Source: an optimization exercise on an open RTL-to-GDS flow (aim: small area, a short achievable clock period and few clock cycles per item). Production flows keep margins and buffers that such runs may drop.
Function was checked by simulation only, so behaviour that the tests miss may differ from the original.
No activity file was given, so power comes from the tool's default toggle rates.

<file path="config.mk">
export PLATFORM = sky130hd
export DESIGN_NAME = babe_cls
export DESIGN_NICKNAME = babe_cls
export VERILOG_FILES = /design/flow/design.v
export SDC_FILE = /design/flow/constraint.sdc
export NUM_CORES = 4
export LEC_CHECK = 0
export CAP_MARGIN = 20
export CORE_MARGIN = 2
export CORE_UTILIZATION = 40
export CTS_CLUSTER_DIAMETER = 100
export CTS_CLUSTER_SIZE = 30
export PLACE_DENSITY = 0.6
export SLEW_MARGIN = 20
</file>
<file path="constraint.sdc">
create_clock -name core_clock -period 11.0 [get_ports {clk}]
set_input_delay 2.2000 -clock core_clock [delete_from_list [all_inputs] [get_ports {clk}]]
set_output_delay 2.2000 -clock core_clock [all_outputs]
set_load 0.01 [all_outputs]
</file>
<file path="standard.sh">
#!/bin/bash
# synth_recipe.tcl (not shown) runs the flow's synth.tcl, then flattens the netlist and writes it again
# the make line also repeats each setting of config.mk as NAME=value (left out here)
make -C /OpenROAD-flow-scripts/flow DESIGN_CONFIG=/design/flow/config.mk WORK_HOME=/design/flow/orfs CLKGATE_MAP_FILE= SYNTH_SCRIPT=/design/flow/synth_recipe.tcl "${@:-finish}"
</file>
<file path="flow/run.sh">
#!/bin/bash
set -euo pipefail
bash standard.sh "BUFFER_PORTS_ARGS=-buffer_cell sky130_fd_sc_hd__buf_2" \
    "CTS_ARGS=-sink_clustering_enable -repair_clock_nets -sink_clustering_size 30 -sink_clustering_max_diameter 100 -sink_clustering_levels 1" \
    SETUP_SLACK_MARGIN=7.5 finish > std_flow.log 2>&1
</file>
<file path="design.v">
module babe_cls (
    input  wire        clk,
    input  wire        rst,
    input  wire        start,
    input  wire [7:0]  reg_w,        
    input  wire [7:0]  reg_h,        
    input  wire [15:0] maxgrad,
    output wire        busy,
    input  wire        pix_valid,
    input  wire [7:0]  pix_r,
    input  wire [7:0]  pix_g,
    input  wire [7:0]  pix_b,
    output wire        pix_ready,
    output reg  [1:0]  res_kind,     
    output reg  [7:0]  res_a1,
    output reg  [7:0]  res_a2,
    output reg  [2:0]  res_step,
    output wire [7:0]  avg_r,
    output wire [7:0]  avg_g,
    output wire [7:0]  avg_b
);
    reg        busy_r, rdy_r;
    reg        div;
    reg [2:0]  dcnt;
    reg [7:0]  wreg, hreg;
    reg [15:0] mg;
    reg [7:0]  col, row;
    reg        frst;          
    reg        v1, f1, ring1, last1;
    reg [7:0]  p1r, p1g, p1b;
    reg        v2, f2, ring2;
    reg [15:0] lx2, ly2;
    reg        v3, f3, ring3;
    reg [15:0] luma3;
    reg [15:0] rmin, rmax, imin, imax;
    reg        iempty;
    reg        edom;
    reg [23:0] sr, sg, sb;
    reg [15:0] npix;
    wire       take    = pix_valid & rdy_r;
    wire [7:0] wm1     = wreg - 8'd1;
    wire [7:0] hm1     = hreg - 8'd1;
    wire       col_end = (col == wm1);
    wire       row_end = (row == hm1);
    wire       on_ring = (col == 8'd0) || (row == 8'd0) || col_end || row_end;
    wire t1 = p1r[4] ^ p1r[2];
    wire t2 = p1r[4] & p1r[2];
    wire t3 = p1r[5] ^ p1r[3] ^ p1r[2];
    wire t4 = (p1r[5] & p1r[3]) | (p1r[5] & p1r[2]) | (p1r[3] & p1r[2]);
    wire t5 = p1r[6] ^ p1r[4] ^ p1r[3];
    wire t6 = (p1r[6] & p1r[4]) | (p1r[6] & p1r[3]) | (p1r[4] & p1r[3]);
    wire t7 = p1r[0] ^ p1g[5];
    wire t8 = p1r[0] & p1g[5];
    wire t9 = p1r[7] ^ p1r[5] ^ p1r[4];
    wire t10 = (p1r[7] & p1r[5]) | (p1r[7] & p1r[4]) | (p1r[5] & p1r[4]);
    wire t11 = p1r[1] ^ p1g[6] ^ p1g[5];
    wire t12 = (p1r[1] & p1g[6]) | (p1r[1] & p1g[5]) | (p1g[6] & p1g[5]);
    wire t13 = p1g[3] ^ p1g[0];
    wire t14 = p1g[3] & p1g[0];
    wire t15 = p1r[6] ^ p1r[5] ^ p1r[2];
    wire t16 = (p1r[6] & p1r[5]) | (p1r[6] & p1r[2]) | (p1r[5] & p1r[2]);
    wire t17 = p1g[7] ^ p1g[6] ^ p1g[4];
    wire t18 = (p1g[7] & p1g[6]) | (p1g[7] & p1g[4]) | (p1g[6] & p1g[4]);
    wire t19 = p1r[7] ^ p1r[6] ^ p1r[3];
    wire t20 = (p1r[7] & p1r[6]) | (p1r[7] & p1r[3]) | (p1r[6] & p1r[3]);
    wire t21 = p1r[3] ^ p1r[1] ^ p1r[0];
    wire t22 = (p1r[3] & p1r[1]) | (p1r[3] & p1r[0]) | (p1r[1] & p1r[0]);
    wire t23 = p1r[1] ^ p1g[3] ^ p1g[2];
    wire t24 = (p1r[1] & p1g[3]) | (p1r[1] & p1g[2]) | (p1g[3] & p1g[2]);
    wire t25 = p1g[0] ^ p1b[4] ^ p1b[2];
    wire t26 = (p1g[0] & p1b[4]) | (p1g[0] & p1b[2]) | (p1b[4] & p1b[2]);
    wire t27 = p1g[4] ^ p1g[3] ^ p1g[1];
    wire t28 = (p1g[4] & p1g[3]) | (p1g[4] & p1g[1]) | (p1g[3] & p1g[1]);
    wire t29 = p1b[5] ^ p1b[3] ^ p1b[2];
    wire t30 = (p1b[5] & p1b[3]) | (p1b[5] & p1b[2]) | (p1b[3] & p1b[2]);
    wire t31 = p1b[1] ^ t2;
    wire t32 = p1b[1] & t2;
    wire t33 = p1g[4] ^ p1g[2] ^ p1b[6];
    wire t34 = (p1g[4] & p1g[2]) | (p1g[4] & p1b[6]) | (p1g[2] & p1b[6]);
    wire t35 = p1b[4] ^ p1b[3] ^ p1b[2];
    wire t36 = (p1b[4] & p1b[3]) | (p1b[4] & p1b[2]) | (p1b[3] & p1b[2]);
    wire t37 = t4 ^ t5 ^ t7;
    wire t38 = (t4 & t5) | (t4 & t7) | (t5 & t7);
    wire t39 = p1b[7] ^ p1b[5] ^ p1b[4];
    wire t40 = (p1b[7] & p1b[5]) | (p1b[7] & p1b[4]) | (p1b[5] & p1b[4]);
    wire t41 = p1b[3] ^ t6 ^ t8;
    wire t42 = (p1b[3] & t6) | (p1b[3] & t8) | (t6 & t8);
    wire t43 = t9 ^ t11 ^ t13;
    wire t44 = (t9 & t11) | (t9 & t13) | (t11 & t13);
    wire t45 = p1g[1] ^ p1b[6] ^ p1b[5];
    wire t46 = (p1g[1] & p1b[6]) | (p1g[1] & p1b[5]) | (p1b[6] & p1b[5]);
    wire t47 = p1b[4] ^ t10 ^ t12;
    wire t48 = (p1b[4] & t10) | (p1b[4] & t12) | (t10 & t12);
    wire t49 = t14 ^ t15 ^ t17;
    wire t50 = (t14 & t15) | (t14 & t17) | (t15 & t17);
    wire t51 = p1g[7] ^ p1g[5] ^ p1g[2];
    wire t52 = (p1g[7] & p1g[5]) | (p1g[7] & p1g[2]) | (p1g[5] & p1g[2]);
    wire t53 = p1b[7] ^ p1b[6] ^ p1b[5];
    wire t54 = (p1b[7] & p1b[6]) | (p1b[7] & p1b[5]) | (p1b[6] & p1b[5]);
    wire t55 = t16 ^ t18 ^ t19;
    wire t56 = (t16 & t18) | (t16 & t19) | (t18 & t19);
    wire t57 = p1r[7] ^ p1r[4] ^ p1g[6];
    wire t58 = (p1r[7] & p1r[4]) | (p1r[7] & p1g[6]) | (p1r[4] & p1g[6]);
    wire t59 = p1g[3] ^ p1b[7] ^ p1b[6];
    wire t60 = (p1g[3] & p1b[7]) | (p1g[3] & p1b[6]) | (p1b[7] & p1b[6]);
    wire t61 = p1r[2] ^ p1r[0] ^ p1g[1];
    wire t62 = (p1r[2] & p1r[0]) | (p1r[2] & p1g[1]) | (p1r[0] & p1g[1]);
    wire t63 = p1g[2] ^ p1g[1] ^ p1b[3];
    wire t64 = (p1g[2] & p1g[1]) | (p1g[2] & p1b[3]) | (p1g[1] & p1b[3]);
    wire t65 = p1b[1] ^ p1b[0];
    wire t66 = p1b[1] & p1b[0];
    wire t67 = p1b[1] ^ p1b[0] ^ t1;
    wire t68 = (p1b[1] & p1b[0]) | (p1b[1] & t1) | (p1b[0] & t1);
    wire t69 = t22 ^ t23 ^ t25;
    wire t70 = (t22 & t23) | (t22 & t25) | (t23 & t25);
    wire t71 = t3 ^ t24 ^ t26;
    wire t72 = (t3 & t24) | (t3 & t26) | (t24 & t26);
    wire t73 = t27 ^ t29 ^ t31;
    wire t74 = (t27 & t29) | (t27 & t31) | (t29 & t31);
    wire t75 = t28 ^ t30 ^ t32;
    wire t76 = (t28 & t30) | (t28 & t32) | (t30 & t32);
    wire t77 = t33 ^ t35 ^ t37;
    wire t78 = (t33 & t35) | (t33 & t37) | (t35 & t37);
    wire t79 = t34 ^ t36 ^ t38;
    wire t80 = (t34 & t36) | (t34 & t38) | (t36 & t38);
    wire t81 = t39 ^ t41 ^ t43;
    wire t82 = (t39 & t41) | (t39 & t43) | (t41 & t43);
    wire t83 = t40 ^ t42 ^ t44;
    wire t84 = (t40 & t42) | (t40 & t44) | (t42 & t44);
    wire t85 = t45 ^ t47 ^ t49;
    wire t86 = (t45 & t47) | (t45 & t49) | (t47 & t49);
    wire t87 = t46 ^ t48 ^ t50;
    wire t88 = (t46 & t48) | (t46 & t50) | (t48 & t50);
    wire t89 = t51 ^ t53 ^ t55;
    wire t90 = (t51 & t53) | (t51 & t55) | (t53 & t55);
    wire t91 = t20 ^ t52 ^ t54;
    wire t92 = (t20 & t52) | (t20 & t54) | (t52 & t54);
    wire t93 = t56 ^ t57 ^ t59;
    wire t94 = (t56 & t57) | (t56 & t59) | (t57 & t59);
    wire t95 = p1r[5] ^ p1g[7] ^ p1g[4];
    wire t96 = (p1r[5] & p1g[7]) | (p1r[5] & p1g[4]) | (p1g[7] & p1g[4]);
    wire t97 = p1b[7] ^ t58 ^ t60;
    wire t98 = (p1b[7] & t58) | (p1b[7] & t60) | (t58 & t60);
    wire t99 = p1g[0] ^ p1b[2];
    wire t100 = p1g[0] & p1b[2];
    wire t101 = t21 ^ t62 ^ t63;
    wire t102 = (t21 & t62) | (t21 & t63) | (t62 & t63);
    wire t103 = t64 ^ t66 ^ t67;
    wire t104 = (t64 & t66) | (t64 & t67) | (t66 & t67);
    wire t105 = t68 ^ t70 ^ t71;
    wire t106 = (t68 & t70) | (t68 & t71) | (t70 & t71);
    wire t107 = t72 ^ t74 ^ t75;
    wire t108 = (t72 & t74) | (t72 & t75) | (t74 & t75);
    wire t109 = t76 ^ t78 ^ t79;
    wire t110 = (t76 & t78) | (t76 & t79) | (t78 & t79);
    wire t111 = t80 ^ t82 ^ t83;
    wire t112 = (t80 & t82) | (t80 & t83) | (t82 & t83);
    wire t113 = t84 ^ t86 ^ t87;
    wire t114 = (t84 & t86) | (t84 & t87) | (t86 & t87);
    wire t115 = t88 ^ t90 ^ t91;
    wire t116 = (t88 & t90) | (t88 & t91) | (t90 & t91);
    wire t117 = t92 ^ t94 ^ t95;
    wire t118 = (t92 & t94) | (t92 & t95) | (t94 & t95);
    wire t119 = p1r[6] ^ p1g[5] ^ t96;
    wire t120 = (p1r[6] & p1g[5]) | (p1r[6] & t96) | (p1g[5] & t96);
    wire t121 = p1r[1] ^ p1g[0];
    wire t122 = p1r[1] & p1g[0];
    wire t123 = p1b[0] ^ t61 ^ t99;
    wire t124 = (p1b[0] & t61) | (p1b[0] & t99) | (t61 & t99);
    wire t125 = t65 ^ t100 ^ t101;
    wire t126 = (t65 & t100) | (t65 & t101) | (t100 & t101);
    wire t127 = t69 ^ t102 ^ t103;
    wire t128 = (t69 & t102) | (t69 & t103) | (t102 & t103);
    wire t129 = t73 ^ t104 ^ t105;
    wire t130 = (t73 & t104) | (t73 & t105) | (t104 & t105);
    wire t131 = t77 ^ t106 ^ t107;
    wire t132 = (t77 & t106) | (t77 & t107) | (t106 & t107);
    wire t133 = t81 ^ t108 ^ t109;
    wire t134 = (t81 & t108) | (t81 & t109) | (t108 & t109);
    wire t135 = t85 ^ t110 ^ t111;
    wire t136 = (t85 & t110) | (t85 & t111) | (t110 & t111);
    wire t137 = t89 ^ t112 ^ t113;
    wire t138 = (t89 & t112) | (t89 & t113) | (t112 & t113);
    wire t139 = t93 ^ t114 ^ t115;
    wire t140 = (t93 & t114) | (t93 & t115) | (t114 & t115);
    wire t141 = t97 ^ t116 ^ t117;
    wire t142 = (t97 & t116) | (t97 & t117) | (t116 & t117);
    wire t143 = t98 ^ t118 ^ t119;
    wire t144 = (t98 & t118) | (t98 & t119) | (t118 & t119);
    wire t145 = p1r[7] ^ p1g[6] ^ t120;
    wire t146 = (p1r[7] & p1g[6]) | (p1r[7] & t120) | (p1g[6] & t120);
    wire [15:0] lsx = {1'b0, p1g[7], t144, t142, t140, t138, t136, t134, t132, t130, t128, t126, t124, t122, p1b[1], p1r[0]};
    wire [15:0] lsy = {1'b0, t146, t145, t143, t141, t139, t137, t135, t133, t131, t129, t127, t125, t123, t121, p1b[0]};
    wire [15:0] cmin = ring3 ? rmin : imin;
    wire [15:0] cmax = ring3 ? rmax : imax;
    wire lt = luma3 < cmin;
    wire gt = luma3 > cmax;
    function [23:0] dstep(input [23:0] s, input [15:0] n);
        reg [17:0] t;
        begin
            t = {1'b0, s[23:7]} - {2'b0, n};
            dstep = {t[17] ? s[22:7] : t[15:0], s[6:0], ~t[17]};
        end
    endfunction
    wire [18:0] eddiff = {3'b0, rmax} + {2'b0, imin, 1'b0} - {3'b0, rmin} - {2'b0, imax, 1'b0};
    wire        ei_pos = imax > imin;
    wire        e_zero = (rmax == rmin);
    wire [16:0] lediff = {1'b0, rmin} + {1'b0, mg} - {1'b0, rmax};
    wire        e_le   = ~lediff[16];
    reg         one, smallr, wge;
    wire [7:0]  xs     = wge ? wreg : hreg;    
    wire        leaf   = one | e_zero | (smallr & ~edom & e_le);
    always @(posedge clk) begin
        p1r   <= pix_r;
        p1g   <= pix_g;
        p1b   <= pix_b;
        f1    <= frst;
        ring1 <= on_ring;
        last1 <= col_end & row_end;
        lx2   <= lsx;
        ly2   <= lsy;
        f2    <= f1;
        ring2 <= ring1;
        f3    <= f2;
        ring3 <= ring2 | div;
        if (div && dcnt == 3'd2)      luma3 <= imin;
        else if (div && dcnt == 3'd3) luma3 <= imax;
        else                          luma3 <= lx2 + ly2;
        one    <= (wreg == 8'd1) && (hreg == 8'd1);
        smallr <= (wreg <= 8'd4) && (hreg <= 8'd4);
        wge    <= (wreg >= hreg);
        if (!busy_r) begin
            wreg <= reg_w;
            hreg <= reg_h;
            mg   <= maxgrad;
        end
        if (!busy_r) begin
            col  <= 8'd0;
            row  <= 8'd0;
            frst <= 1'b1;
        end else if (take) begin
            frst <= 1'b0;
            if (col_end) begin
                col <= 8'd0;
                row <= row + 8'd1;
            end else begin
                col <= col + 8'd1;
            end
        end
        if (v1) begin
            sr   <= f1 ? {16'd0, p1r} : sr + {16'd0, p1r};
            sg   <= f1 ? {16'd0, p1g} : sg + {16'd0, p1g};
            sb   <= f1 ? {16'd0, p1b} : sb + {16'd0, p1b};
            npix <= f1 ? 16'd1 : npix + 16'd1;
        end else if (div) begin
            sr   <= dstep(sr, npix);
            sg   <= dstep(sg, npix);
            sb   <= dstep(sb, npix);
        end
        if (v3) begin
            if (ring3) begin
                if (lt || f3) rmin <= luma3;
                if (gt || f3) rmax <= luma3;
            end else begin
                if (lt || iempty) imin <= luma3;
                if (gt || iempty) imax <= luma3;
            end
        end
        if (v2 && f2)
            iempty <= 1'b1;
        else if (v3 && !ring3)
            iempty <= 1'b0;
        if (div && dcnt == 3'd2)
            edom <= ~iempty & ei_pos & ~eddiff[18];
        if (div && dcnt == 3'd7) begin
            res_kind <= leaf ? 2'd0 : (wge ? 2'd1 : 2'd2);
            res_step <= one ? 3'd1 : e_zero ? 3'd2 : leaf ? 3'd4 : 3'd5;
            res_a1   <= leaf ? 8'd0 : {1'b0, xs[7:1]};
            res_a2   <= leaf ? 8'd0 : {1'b0, xs[7:1]} + {7'd0, xs[0]};
        end
        if (rst) begin
            busy_r <= 1'b0;
            rdy_r  <= 1'b0;
            v1     <= 1'b0;
            v2     <= 1'b0;
            v3     <= 1'b0;
            div    <= 1'b0;
        end else begin
            v1 <= take;
            v2 <= v1;
            v3 <= v2 | (div & (dcnt == 3'd2 || dcnt == 3'd3) & ~iempty);
            if (start && !busy_r) begin
                busy_r <= 1'b1;
                rdy_r  <= 1'b1;
            end
            if (take && col_end && row_end)
                rdy_r <= 1'b0;
            if (v1 && last1) begin
                div  <= 1'b1;
                dcnt <= 3'd0;
            end
            if (div) begin
                dcnt <= dcnt + 3'd1;
                if (dcnt == 3'd7) begin
                    div    <= 1'b0;
                    busy_r <= 1'b0;
                end
            end
        end
    end
    assign busy      = busy_r;
    assign pix_ready = rdy_r;
    assign avg_r     = sr[7:0];
    assign avg_g     = sg[7:0];
    assign avg_b     = sb[7:0];
endmodule
</file>
==> insert_results.sql, run 1 <==
INSERT INTO impl_metrics (metric_group, metric, value, unit) VALUES
('outcome', 'status', 'timing/DRC/antenna clean', ''),
('floorplan', 'io_pins', '107', ''),
('synthesis', 'mappedNetlistNets', '2546', ''),
('routing', 'detailroute.via_count', '15980', ''),
('cells_and_area', 'layout-area-overhead-vs-synth', '8.991', '%'),
('sta', 'final_max_slew_viol_count', '0', ''),
('critical_path', 'worst_setup_path_endpoint', 'avg_g[1]', ''),
('critical_path', 'crit_type', 'reg -> out', ''),
('flow_run', 'drv_cap', '0', ''),
('critical_path', 'start_kind', 'register', ''),
('critical_path', 'crit-reg2reg-capture', 'edom', ''),
('grt', 'grt_pass1_wl', '86.19', 'mm'),
('critical_path', 'type_of_element_capturing_the_critical_path', 'output pin', ''),
('sta', 'final.setup.tns', '0', 'ps'),
('cells_and_area', 'nNetsFinal', '2604', ''),
('critical_path', 'worst_reg2reg_path_startpoint', 'rmax[7]', ''),
('sta', 'report.final.setup_viol', '0', ''),
('critical_path', 'critical_path_buf_inv_count', '1', ''),
('cells_and_area', 'num_antenna_cells', '0', ''),
('sta', 'worst_hold_margin', '340.0', 'ps'),
('clock_tree', 'htree_levels', '1', ''),
('synthesis', 'dominantRegCellSynth', 'sky130_fd_sc_hd__edfxtp_1', ''),
('critical_path', 'critPathArrivalTime', '1250', 'ps'),
('critical_path', 'master_of_the_slowest_instance_on_the_critical_path', 'sky130_fd_sc_hd__edfxtp_1', ''),
('critical_path', 'setup.worst_path.start', 'sg[1]', ''),
('synthesis', 'ys_seq_area_share', '37.55', '%'),
('routing', 'post-route-drc-count', '0', ''),
('power', 'leakagePower', '10.39', 'nW'),
('clock_tree', 'clkSlewWorstSetupHoldPaths', '100', 'ps'),
('min_path', 'holdCritPathClass', 'reg -> reg', ''),
('grt', 'global_route.overflow_total', '0', ''),
('clock_tree', 'number_of_buffers_inserted_during_clock_tree_synthesis', '21', ''),
('sta', 'slew_headroom', '33.42', '%'),
('critical_path', 'max_stage_delay', '490', 'ps'),
('sta', 'post_layout_min_period', '3449', 'ps'),
('clock_tree', 'clk_latency', '570', 'ps'),
('critical_path', 'timing.critical_path.required', '8800', 'ps'),
('critical_path', 'worst_r2r_path_depth', '13', ''),
('critical_path', 'crit_chain', 'buf_2', ''),
('sta', 'worst_pin_slew', '998.7', 'ps'),
('power', 'power_density', '137.6', 'nW/um2'),
('grt', 'pin_count_of_the_biggest_net_entering_global_routing', '71', ''),
('sta', 'fmax', '0.2899', 'GHz'),
('grt', 'globalRouteTotalUtil', '18.79', '%'),
('placement', 'place.detailed.hpwl', '40.85', 'mm'),
('synthesis', 'syn-instance-count', '2166', ''),
('synthesis', 'yosys_warnings', '1', ''),
('synthesis', 'syn_area', '22180', 'um2'),
('sta', 'final_hold_vio_count', '0', ''),
('sta', 'skew', '28.21', 'ps'),
('floorplan', 'core_area', '54990', 'um2'),
('routing', 'routed_wirelength', '54.18', 'mm'),
('floorplan', 'total_die_area', '57350', 'um2'),
('sta', 'setup_repair_after_global_routing_missed_its_margin', 'yes', ''),
('clock_tree', 'tritoncts_clock_tree', 'built', ''),
('clock_tree', 'cts_hold_buf', '0', ''),
('floorplan', 'fp.dieW', '239.5', 'um'),
('critical_path', 'reg2reg_setup_slack', '7640', 'ps'),
('critical_path', 'timing.critical_path.depth', '1', ''),
('grt', 'via_count_of_the_first_global_routing_pass', '15900', ''),
('grt', 'antenna_violations_before_repair', '1', ''),
('floorplan', 'die_height', '239.5', 'um'),
('power', 'p_total', '3.327', 'mW'),
('cells_and_area', 'drive_above_1_share', '8.709', '%'),
('routing', 'drt-wirelength-per-cell', '18.14', 'um'),
('synthesis', 'number_of_register_bits_inferred_by_synthesis', '312', ''),
('floorplan', 'std_cell_rows', '86', ''),
('clock_tree', 'cts-root-buf', 'sky130_fd_sc_hd__clkbuf_16', ''),
('placement', 'placement.io_buffers', '105', ''),
('placement', 'gp_routability_congestion', '0.8681', ''),
('routing', 'drtIter0Drc', '997', '');
-- placed cells by master (no fill, tap or decap), drive strengths merged, types with 40 or more instances in the layout --
cell type	synthesis	final
fa	117	117
xor2	64	64
mux2i	67	67
nand3	48	48
edfxtp	208	208
dfxtp	104	104
a21o	45	45
inv	250	259
o21ai	79	79
a21oi	129	129
nor2	150	150
xnor2	94	94
buf	38	119
nor3	40	40
ha	203	203
nand2	103	103
-- metrics by stage --
stage          cells  cell area, um2  worst slack (ps)  utilization, %
3_3_place_gp    2943           23300              7342           42.37
2_1_floorplan   2166           22180              7701               -
6_report        2987           24180              7551           43.97
5_1_grt         2987           24180              7461           43.97
4_1_cts         2982           24110              7475           43.85
3_5_place_dp    2943           23300              7299           42.37
-- where the power goes --
group,switching [mW],leakage [nW],internal [mW]
Combinational,0.482,7.22,0.412
Sequential,0.120,2.79,1.39
Clock,0.520,0.375,0.401
-- routing by layer --
metal | part of all wire (%) | global-route usage [%]
met1 | 45 | 25.25
met2 | 48 | 32.18
met3 | 4.5 | 2.478
met4 | 2.2 | 4.280
met5 | 0.024 | 0
-- cell type report --
cell class	instances	area (um2)	share of cell area, %
multi-input combinational	1519	12540	51.86
sequential	312	8338	34.49
inverter	251	942.2	3.897
tap	748	935.9	3.871
timing repair buffer	119	630.6	2.608
clock buffer	22	529.3	2.189
clock inverter	16	261.5	1.082
-- Yosys cell counts (all sizes together), types with 4 or more instances --
library cell / instances / area share (%)
edfxtp: 208 / 28
a32oi: 7 / 0.28
a21oi: 129 / 2.9
o211a: 4 / 0.18
o21a: 26 / 0.88
and2: 10 / 0.28
fa: 117 / 11
nand2b: 23 / 0.65
o31ai: 12 / 0.41
o21ai: 79 / 1.8
o21bai: 5 / 0.17
a21o: 45 / 1.5
nor3: 40 / 0.93
nor2: 150 / 2.5
nor3b: 5 / 0.17
buf: 38 / 1.1
a31oi: 16 / 0.45
nand2: 103 / 1.7
nand4: 28 / 0.82
clkbuf: 46 / 0.78
mux2: 6 / 0.30
o211ai: 19 / 0.64
or3: 15 / 0.42
dfxtp: 104 / 9.4
a21boi: 6 / 0.20
nand3: 48 / 1.1
a211o: 7 / 0.28
o22ai: 35 / 0.99
a221oi: 4 / 0.19
a2111oi: 7 / 0.28
ha: 203 / 11
and4: 10 / 0.39
or2: 6 / 0.17
inv: 250 / 4.2
and3: 21 / 0.59
nor4: 14 / 0.46
a211oi: 13 / 0.44
nor2b: 37 / 1.0
mux2i: 67 / 3.0
xnor2: 94 / 3.7
xor2: 64 / 2.6
-- kinds of logic (layout without fill, tap and decap cells) --
family | after synthesis | in the layout | share of synthesized area, %
compound gates | 445 | 445 | 12.90
xor+xnor | 158 | 158 | 6.273
fa+ha+maj | 320 | 320 | 22.01
buf+inv | 335 | 408 | 6.115
flops | 312 | 312 | 37.55
mux | 73 | 73 | 3.328
other cells | 1 | 1 | 0.01691
simple gates | 522 | 522 | 11.82
-- registers in the layout, summed over array words and instances (netlist names), 7 cells and up --
signal,flops
col,8
hreg,8
imax,16
imin,16
luma3,16
lx2,15
ly2,15
mg,16
npix,16
p1b,8
p1g,8
p1r,8
res_a1,7
res_a2,8
rmax,16
rmin,16
row,8
sb,24
sg,24
sr,24
wreg,8
-- worst min-delay path by stage --
stage / from / endpoint / slack, ps / depth (start not counted)
global route: ring1 / ring2 / 350 / 0
finish: ring1 / ring2 / 340 / 0
floorplan: ring1 / ring2 / 310 / 0
CTS: ring1 / ring2 / 350 / 0
global placement: ring1 / ring2 / 320 / 0
detailed placement: ring1 / ring2 / 320 / 0
-- what timing repair did --
| action | 4_1_cts | 5_1_grt |
|---|---|---|
| setup endpoints to repair | 84 | 50 |
| gates resized for setup | 4 | 8 |
| pin swaps | 0 | 1 |
| buffers inserted | 1 | 5 |
| hold endpoints to repair | 0 | 0 |
Testbench counts, summed over its fixed seeds: cycles 80,123, regions 1,280.
==> inputs of run 2 (changes only) <==
==> flow/run.sh (replaced) <==
#!/bin/bash
set -euo pipefail
bash standard.sh "BUFFER_PORTS_ARGS=-buffer_cell sky130_fd_sc_hd__buf_2" \
    SETUP_SLACK_MARGIN=7.6 finish > std_flow.log 2>&1
==> run 2 against run 1 <==
Still clean on timing, DRC and antenna. Maximum frequency grew 0.52%. Sequential power is essentially flat. Clock skew up 1.2 ps. Wire length up 1.0%. Sequential share of layout area shrank 0.57 points. Area after synthesis unchanged. Cell area rose by 1.7%. Setup slack improved by 18 ps. Total power increased by 0.30%. Final cell count increased by 1.5%. First-iteration DRC count rose by 5.9%. Critical path type unchanged. Critical endpoint is now avg_r[4].
==> insert_results.sql, run 2 <==
INSERT INTO impl_metrics (metric_group, metric, value, unit) VALUES
('outcome', 'status', 'timing/DRC/antenna clean', ''),
('synthesis', 'netlist.area_leader.share', '28.16', '%'),
('placement', 'place.detailed.hpwl', '40.85', 'mm'),
('min_path', 'holdCritPathClass', 'reg -> reg', ''),
('floorplan', 'total_die_area', '57350', 'um2'),
('clock_tree', 'max-clock-path-buffers', '3', ''),
('power', 'p_total', '3.337', 'mW'),
('cells_and_area', 'layout-area-overhead-vs-synth', '10.88', '%'),
('sta', 'final.setup.tns', '0', 'ps'),
('critical_path', 'crit_type', 'reg -> out', ''),
('synthesis', 'synth_edf_count', '208', ''),
('synthesis', 'ys_seq_area_share', '37.55', '%'),
('floorplan', 'floorplan.initialDensity', '40.34', '%'),
('cells_and_area', 'mostFrequentLayoutCells', '247 x sky130_fd_sc_hd__inv_1, 208 x sky130_fd_sc_hd__edfxtp_1, 202 x sky130_fd_sc_hd__ha_1', ''),
('routing', 'vias_per_cell', '5.319', ''),
('sta', 'fmax', '0.2915', 'GHz'),
('routing', 'routed_wirelength', '54.74', 'mm'),
('synthesis', 'syn_area', '22180', 'um2'),
('sta', 'setup_repair_after_global_routing_missed_its_margin', 'yes', ''),
('routing', 'dr_wl_met2', '26.20', 'mm'),
('sta', 'worst_pin_slew', '1002', 'ps'),
('cells_and_area', 'largestRegisters', 'sb: 24 flops, sg: 24 flops, sr: 24 flops', ''),
('critical_path', 'timing.critical_path.required', '8800', 'ps'),
('clock_tree', 'cts-root-buf', 'sky130_fd_sc_hd__clkbuf_16', ''),
('sta', 'post_layout_min_period', '3431', 'ps'),
('sta', 'skew', '29.40', 'ps'),
('power', 'power_density', '135.7', 'nW/um2'),
('cells_and_area', 'nNetsFinal', '2649', ''),
('critical_path', 'critPathArrivalTime', '1230', 'ps'),
('power', 'clock_power_share', '27.7', '%'),
('synthesis', 'netlist.top_cell.by_area', 'sky130_fd_sc_hd__edfxtp_1', ''),
('clock_tree', 'number_of_buffers_inserted_during_clock_tree_synthesis', '21', ''),
('cells_and_area', 'mostFrequentLayoutCell', 'sky130_fd_sc_hd__inv_1', ''),
('flow_run', 'drv_cap', '0', ''),
('clock_tree', 'cts_hold_buf', '0', ''),
('synthesis', 'biggest_area_contributors_in_the_synthesized_netlist', 'sky130_fd_sc_hd__edfxtp_1 28%, sky130_fd_sc_hd__ha_1 11%, sky130_fd_sc_hd__fa_1 11%, sky130_fd_sc_hd__dfxtp_1 9.4%, sky130_fd_sc_hd__inv_1 4.2%', ''),
('floorplan', 'io_pins', '107', ''),
('clock_tree', 'clk_latency', '580', 'ps'),
('synthesis', 'synth_most_common_cell', 'sky130_fd_sc_hd__inv_1', ''),
('synthesis', 'syn-instance-count', '2166', ''),
('grt', 'grt_pass1_wl', '86.63', 'mm'),
('clock_tree', 'htree_levels', '1', ''),
('sta', 'worst_hold_margin', '340.0', 'ps'),
('sta', 'final_hold_vio_count', '0', ''),
('routing', 'wl_met1', '24.96', 'mm'),
('synthesis', 'number_of_register_bits_inferred_by_synthesis', '312', ''),
('floorplan', 'fp.dieW', '239.5', 'um'),
('routing', 'post-route-drc-count', '0', ''),
('critical_path', 'critical_path.max_fanout', '2', ''),
('critical_path', 'crit_chain', 'buf_2', ''),
('critical_path', 'critPathTopFamily', 'flip-flops', ''),
('synthesis', 'async_s_r_ff_share_synth', '0', '%'),
('synthesis', 'yosys_warnings', '1', ''),
('cells_and_area', 'drive_above_1_share', '11.16', '%'),
('grt', 'globalRouteTotalUtil', '18.90', '%'),
('sta', 'finalCritPeriodShare', '31.19', '%'),
('power', 'swShare', '33.77', '%'),
('grt', 'antenna_violations_before_repair', '1', ''),
('routing', 'drt-wirelength-per-cell', '18.05', 'um'),
('sta', 'report.final.setup_viol', '0', ''),
('power', 'ir_drop', '0.0001060', 'V'),
('grt', 'global_route.overflow_total', '0', ''),
('sta', 'final_max_slew_viol_count', '0', ''),
('synthesis', 'synth_commonest_cells', '250 x sky130_fd_sc_hd__inv_1, 208 x sky130_fd_sc_hd__edfxtp_1, 203 x sky130_fd_sc_hd__ha_1, 150 x sky130_fd_sc_hd__nor2_1, 129 x sky130_fd_sc_hd__a21oi_1', ''),
('cells_and_area', 'num_antenna_cells', '0', ''),
('synthesis', 'postSynthAreaPerCell', '10.24', 'um2'),
('power', 'intPower', '2.210', 'mW'),
('clock_tree', 'tritoncts_clock_tree', 'built', ''),
('routing', 'drtIter0Drc', '1056', ''),
('floorplan', 'die_height', '239.5', 'um'),
('synthesis', 'synthDistinctLibCells', '74', ''),
('floorplan', 'std_cell_rows', '86', ''),
('sta', 'slew_headroom', '33.20', '%'),
('routing', 'detailroute.via_count', '16130', ''),
('synthesis', 'mappedNetlistNets', '2546', ''),
('floorplan', 'core_area', '54990', 'um2'),
('grt', 'pin_count_of_the_biggest_net_entering_global_routing', '71', ''),
('critical_path', 'start_kind', 'register', ''),
('critical_path', 'type_of_element_capturing_the_critical_path', 'output pin', ''),
('power', 'leakagePower', '10.61', 'nW'),
('power', 'combPwrFrac', '27.0', '%'),
('power', 'power.share.sequential', '45.3', '%'),
('clock_tree', 'clkSlewWorstSetupHoldPaths', '100', 'ps'),
('placement', 'gp_routability_congestion', '0.8681', ''),
('clock_tree', 'clock-sinks', '312', ''),
('critical_path', 'max_stage_delay', '490', 'ps'),
('placement', 'placement.io_buffers', '105', ''),
('routing', 'detail-route-antenna-nets', '0', ''),
('critical_path', 'critical_path_buf_inv_count', '1', ''),
('grt', 'via_count_of_the_first_global_routing_pass', '15980', ''),
('critical_path', 'master_of_the_slowest_instance_on_the_critical_path', 'sky130_fd_sc_hd__edfxtp_1', ''),
('power', 'switching_power', '1.127', 'mW'),
('routing', 'routed-wl-met3', '2.273', 'mm'),
('routing', 'drt_pre_antenna_iters', '5', ''),
('synthesis', 'dominantRegCellSynth', 'sky130_fd_sc_hd__edfxtp_1', ''),
('routing', 'highest-signal-layer', 'met5', '');
[run 2: cells by family (layout without fill, tap and decap cells)]
| group | Yosys count | in the layout | share of synthesized area, % |
|---|---|---|---|
| flip-flops | 312 | 312 | 37.55 |
| buffers and inverters | 335 | 453 | 6.115 |
| XOR/XNOR | 158 | 158 | 6.273 |
| AO/OA/AOI/OAI | 445 | 445 | 12.90 |
| multiplexers | 73 | 73 | 3.328 |
| AND/OR/NAND/NOR | 522 | 522 | 11.82 |
| other | 1 | 1 | 0.01691 |
| adder cells (fa/ha/maj) | 320 | 320 | 22.01 |
[run 2: layer usage]
| metal | vias up | GRT usage [%] |
|---|---|---|
| li1 | 7830 | - |
| met1 | 7886 | 25.32 |
| met2 | 332 | 32.41 |
| met3 | 77 | 2.501 |
| met4 | 2 | 4.413 |
| met5 | - | 0 |
[run 2: worst paths after layout]
check | slack [ps] | from | depth (start not counted) | endpoint
worst min register to register | 340 | ring1 | 0 | ring2
worst max-delay path | 7570 | sr[4] | 1 | avg_r[4]
worst min-delay path | 340 | ring1 | 0 | ring2
worst max register to register | 7720 | rmin[5] | 11 | res_a2[7]
[run 2: stage by stage]
step | worst slack, ps | instances | utilization (%) | instance area [um2]
floorplan | 7701 | 2166 | - | 22180
global placement | 7342 | 2943 | 42.37 | 23300
detailed placement | 7299 | 2943 | 42.37 | 23300
CTS | 7475 | 3004 | 44.16 | 24280
global route | 7537 | 3032 | 44.73 | 24590
finish | 7569 | 3032 | 44.73 | 24590
[run 2: what timing repair did]
item,4_1_cts,5_1_grt
setup endpoints to repair,108,134
pin swaps,0,8
setup buffers,23,28
gates resized for setup,7,32
[run 2: layout make-up]
type / count / area, um2
tap: 748 / 935.9
timing repair buffer: 164 / 987.2
inverter: 251 / 942.2
sequential: 312 / 8343
clock buffer: 22 / 529.3
clock inverter: 16 / 261.5
multi-input combinational: 1519 / 12590
fill: 5259 / 30390
[run 2: power by group through the flow]
stage	Combinational [mW]	Clock (mW)	Sequential [mW]
after floorplan	0.706	0	1.48
after global placement	0.867	0	1.54
after detailed placement	0.895	0	1.54
after CTS	0.905	0.947	1.51
after global routing	1.04	0.987	1.52
final	0.902	0.923	1.51
==> inputs of run 3 (changes only) <==
==> flow/run.sh (replaced) <==
#!/bin/bash
set -euo pipefail
bash standard.sh "BUFFER_PORTS_ARGS=-buffer_cell sky130_fd_sc_hd__buf_1" \
    SETUP_SLACK_MARGIN=7.5 finish > std_flow.log 2>&1
==> run 3 against run 2 <==
Still clean on timing, DRC and antenna. Critical path depth stayed put. Combinational power down 2%. Global-route usage about the same. Critical endpoint unchanged.
==> insert_results.sql, run 3 <==
INSERT INTO impl_metrics (metric_group, metric, value, unit) VALUES
('clock_tree', 'number_of_buffers_inserted_during_clock_tree_synthesis', '20', ''),
('critical_path', 'critical_path_buf_inv_count', '1', ''),
('clock_tree', 'clock-sinks', '312', ''),
('routing', 'drtIter0Drc', '1033', ''),
('power', 'ir_drop', '0.0001100', 'V'),
('grt', 'pin_count_of_the_biggest_net_entering_global_routing', '78', ''),
('floorplan', 'die_height', '239.5', 'um'),
('placement', 'dp.cells', '2941', ''),
('critical_path', 'timing.critical_path.depth', '1', ''),
('synthesis', 'ys_seq_area_share', '37.55', '%'),
('critical_path', 'critPathTopFamily', 'flip-flops', ''),
('floorplan', 'fp.dieW', '239.5', 'um'),
('floorplan', 'total_die_area', '57350', 'um2'),
('routing', 'detail-route-antenna-nets', '0', ''),
('power', 'leakagePower', '10.12', 'nW'),
('power', 'power_density', '136.9', 'nW/um2'),
('critical_path', 'master_of_the_slowest_instance_on_the_critical_path', 'sky130_fd_sc_hd__edfxtp_1', ''),
('synthesis', 'synth_most_common_cell', 'sky130_fd_sc_hd__inv_1', ''),
('critical_path', 'worst_setup_path_endpoint', 'avg_r[4]', ''),
('sta', 'worst_hold_margin', '336.3', 'ps'),
('placement', 'place.detailed.hpwl', '40.69', 'mm'),
('synthesis', 'dominantRegCellSynth', 'sky130_fd_sc_hd__edfxtp_1', ''),
('floorplan', 'std_cell_rows', '86', ''),
('placement', 'placement.io_buffers', '105', ''),
('sta', 'post_layout_min_period', '3429', 'ps'),
('sta', 'setup_repair_after_global_routing_missed_its_margin', 'yes', ''),
('cells_and_area', 'mostFrequentLayoutCells', '249 x sky130_fd_sc_hd__inv_1, 208 x sky130_fd_sc_hd__edfxtp_1, 202 x sky130_fd_sc_hd__ha_1', ''),
('synthesis', 'netlist.top_cell.by_area', 'sky130_fd_sc_hd__edfxtp_1', ''),
('critical_path', 'critical_path.max_fanout', '3', ''),
('synthesis', 'netlist.area_leader.share', '28.16', '%'),
('flow_run', 'drv_cap', '0', ''),
('sta', 'skew', '24.91', 'ps'),
('synthesis', 'async_s_r_ff_share_synth', '0', '%'),
('grt', 'globalRouteTotalUtil', '18.88', '%'),
('cells_and_area', 'drive_above_1_share', '4.458', '%'),
('routing', 'drt_pre_antenna_iters', '5', ''),
('grt', 'global_route.overflow_total', '0', ''),
('synthesis', 'synthDistinctLibCells', '74', ''),
('clock_tree', 'max-clock-path-buffers', '3', ''),
('critical_path', 'reg2reg_setup_slack', '7590', 'ps'),
('synthesis', 'mappedNetlistNets', '2546', ''),
('synthesis', 'number_of_register_bits_inferred_by_synthesis', '312', ''),
('clock_tree', 'cts-root-buf', 'sky130_fd_sc_hd__clkbuf_16', ''),
('synthesis', 'synth_commonest_cells', '250 x sky130_fd_sc_hd__inv_1, 208 x sky130_fd_sc_hd__edfxtp_1, 203 x sky130_fd_sc_hd__ha_1, 150 x sky130_fd_sc_hd__nor2_1, 129 x sky130_fd_sc_hd__a21oi_1', ''),
('cells_and_area', 'post_layout_nonfiller_instances', '2991', ''),
('routing', 'post-route-drc-count', '0', ''),
('cells_and_area', 'mostFrequentLayoutCell', 'sky130_fd_sc_hd__inv_1', ''),
('critical_path', 'critPathArrivalTime', '1230', 'ps'),
('critical_path', 'crit_type', 'reg -> out', ''),
('critical_path', 'timing.critical_path.required', '8800', 'ps'),
('cells_and_area', 'num_antenna_cells', '0', ''),
('cells_and_area', 'final_cell_area', '24090', 'um2'),
('grt', 'via_count_of_the_first_global_routing_pass', '15890', ''),
('clock_tree', 'htree_levels', '1', ''),
('routing', 'detailroute.via_count', '15910', ''),
('floorplan', 'floorplan.initialDensity', '40.34', '%'),
('synthesis', 'biggest_area_contributors_in_the_synthesized_netlist', 'sky130_fd_sc_hd__edfxtp_1 28%, sky130_fd_sc_hd__ha_1 11%, sky130_fd_sc_hd__fa_1 11%, sky130_fd_sc_hd__dfxtp_1 9.4%, sky130_fd_sc_hd__inv_1 4.2%', ''),
('routing', 'vias_per_cell', '5.319', ''),
('clock_tree', 'clkSlewWorstSetupHoldPaths', '100', 'ps'),
('cells_and_area', 'layout.core_utilization', '43.81', '%'),
('clock_tree', 'tritoncts_clock_tree', 'built', ''),
('sta', 'finalCritPeriodShare', '31.17', '%'),
('sta', 'final.setup.tns', '0', 'ps'),
('cells_and_area', 'nNetsFinal', '2609', ''),
('placement', 'gp_routability_congestion', '0.8692', ''),
('cells_and_area', 'largestRegisters', 'sb: 24 flops, sg: 24 flops, sr: 24 flops', ''),
('sta', 'final_hold_vio_count', '0', ''),
('placement', 'dp_slack', '7191', 'ps'),
('clock_tree', 'clk_latency', '560', 'ps'),
('grt', 'grt_pass1_wl', '86.32', 'mm'),
('synthesis', 'yosys_warnings', '1', ''),
('grt', 'antenna_violations_before_repair', '1', ''),
('cells_and_area', 'layout-area-overhead-vs-synth', '8.608', '%'),
('critical_path', 'crit_chain', 'buf_1', ''),
('sta', 'final.setup.worst_slack', '7571', 'ps'),
('sta', 'report.final.setup_viol', '0', ''),
('min_path', 'holdCritPathClass', 'reg -> reg', ''),
('floorplan', 'io_pins', '107', ''),
('synthesis', 'postSynthAreaPerCell', '10.24', 'um2'),
('critical_path', 'worst_reg2reg_path_startpoint', 'rmin[5]', ''),
('synthesis', 'synth_edf_count', '208', ''),
('critical_path', 'setup.worst_path.start', 'sr[4]', ''),
('sta', 'final_max_slew_viol_count', '0', ''),
('critical_path', 'max_stage_delay', '490', 'ps'),
('placement', 'detailed_place.area', '23150', 'um2'),
('critical_path', 'start_kind', 'register', ''),
('outcome', 'status', 'timing/DRC/antenna clean', ''),
('sta', 'slew_headroom', '31.15', '%'),
('routing', 'drt-wirelength-per-cell', '18.04', 'um'),
('critical_path', 'crit-reg2reg-capture', 'res_a2[7]', ''),
('critical_path', 'worst_r2r_path_depth', '11', ''),
('critical_path', 'type_of_element_capturing_the_critical_path', 'output pin', ''),
('synthesis', 'syn-instance-count', '2166', ''),
('power', 'p_total', '3.298', 'mW'),
('floorplan', 'core_area', '54990', 'um2'),
('routing', 'routed_wirelength', '53.97', 'mm'),
('synthesis', 'syn_area', '22180', 'um2'),
('sta', 'worst_pin_slew', '1033', 'ps'),
('sta', 'fmax', '0.2916', 'GHz');
-- run 3: kinds of logic (layout without fill, tap and decap cells) --
logic type      Yosys count  after routing  synth area share (%)
simple gates            522            522                 11.82
compound gates          445            445                 12.90
buf+inv                 335            412                 6.115
fa+ha+maj               320            320                 22.01
flops                   312            312                 37.55
xor+xnor                158            158                 6.273
mux                      73             73                 3.328
other cells               1              1               0.01691
-- run 3: how the worst min path moves through the flow --
stage | slack, ps | cells after the start | startpoint | to
floorplan | 310 | 0 | ring1 | ring2
global placement | 320 | 0 | ring1 | ring2
detailed placement | 310 | 0 | ring1 | ring2
CTS | 340 | 0 | ring1 | ring2
global route | 350 | 0 | ring1 | ring2
finish | 340 | 0 | ring1 | ring2
-- run 3: power by group --
group | internal, mW | switching [mW]
Sequential | 1.39 | 0.120
Clock | 0.412 | 0.489
Combinational | 0.408 | 0.478
-- run 3: final cells by class --
| cell class | instances | area (um2) |
|---|---|---|
| fillers | 5248 | 30890 |
| multi-input cells | 1519 | 12560 |
| flip-flops and latches | 312 | 8338 |
| inverters | 251 | 942.2 |
| well taps | 748 | 935.9 |
| clock buffers | 25 | 581.8 |
| repair buffers | 125 | 569.3 |
| clock inverters | 11 | 167.7 |
-- run 3: layer usage --
layer | up-vias | share of wire, % | track usage, %
li1 | 7747 | - | -
met1 | 7796 | 46 | 25.48
met2 | 310 | 48 | 32.22
met3 | 55 | 4.4 | 2.409
met4 | 2 | 2.0 | 4.432
met5 | - | 0.024 | 0
-- run 3: repair_timing --
item | in CTS | in global routing
setup endpoints to repair | 85 | 93
setup buffers | 1 | 12
resized for setup | 5 | 15
hold buffers | 0 | 0
pin swaps | 0 | 6

-- what the ideal ports hide --
Ports are ideal in the flow. The routed layouts listed here were re-timed in OpenROAD.
Step 1, drivers: a clkbuf_16 drives clk and a buf_2 each remaining input, both assumed.
Step 2 times the ports against the registers' clock, not the clock port: input delays grow and output delays shrink by t, the midpoint of the rising clock arrivals with the driver on.
Slacks: ideal / step 1 / step 2; pairs: ideal / step 1.
run	shift t [ns]	setup slack, ns	latest minus earliest clock arrival (ns)
run 1	0.619	7.551 / 7.491 / 7.431	0.033 / 0.033
run 2	0.618	7.569 / 7.510 / 7.432	0.034 / 0.034
run 3	0.605	7.571 / 7.515 / 7.359	0.036 / 0.035
After both steps setup and hold are still met in every run listed. The setup slack of run 3, which loses most, moves by -0.056 ns with the drivers and by -0.212 ns with both steps.
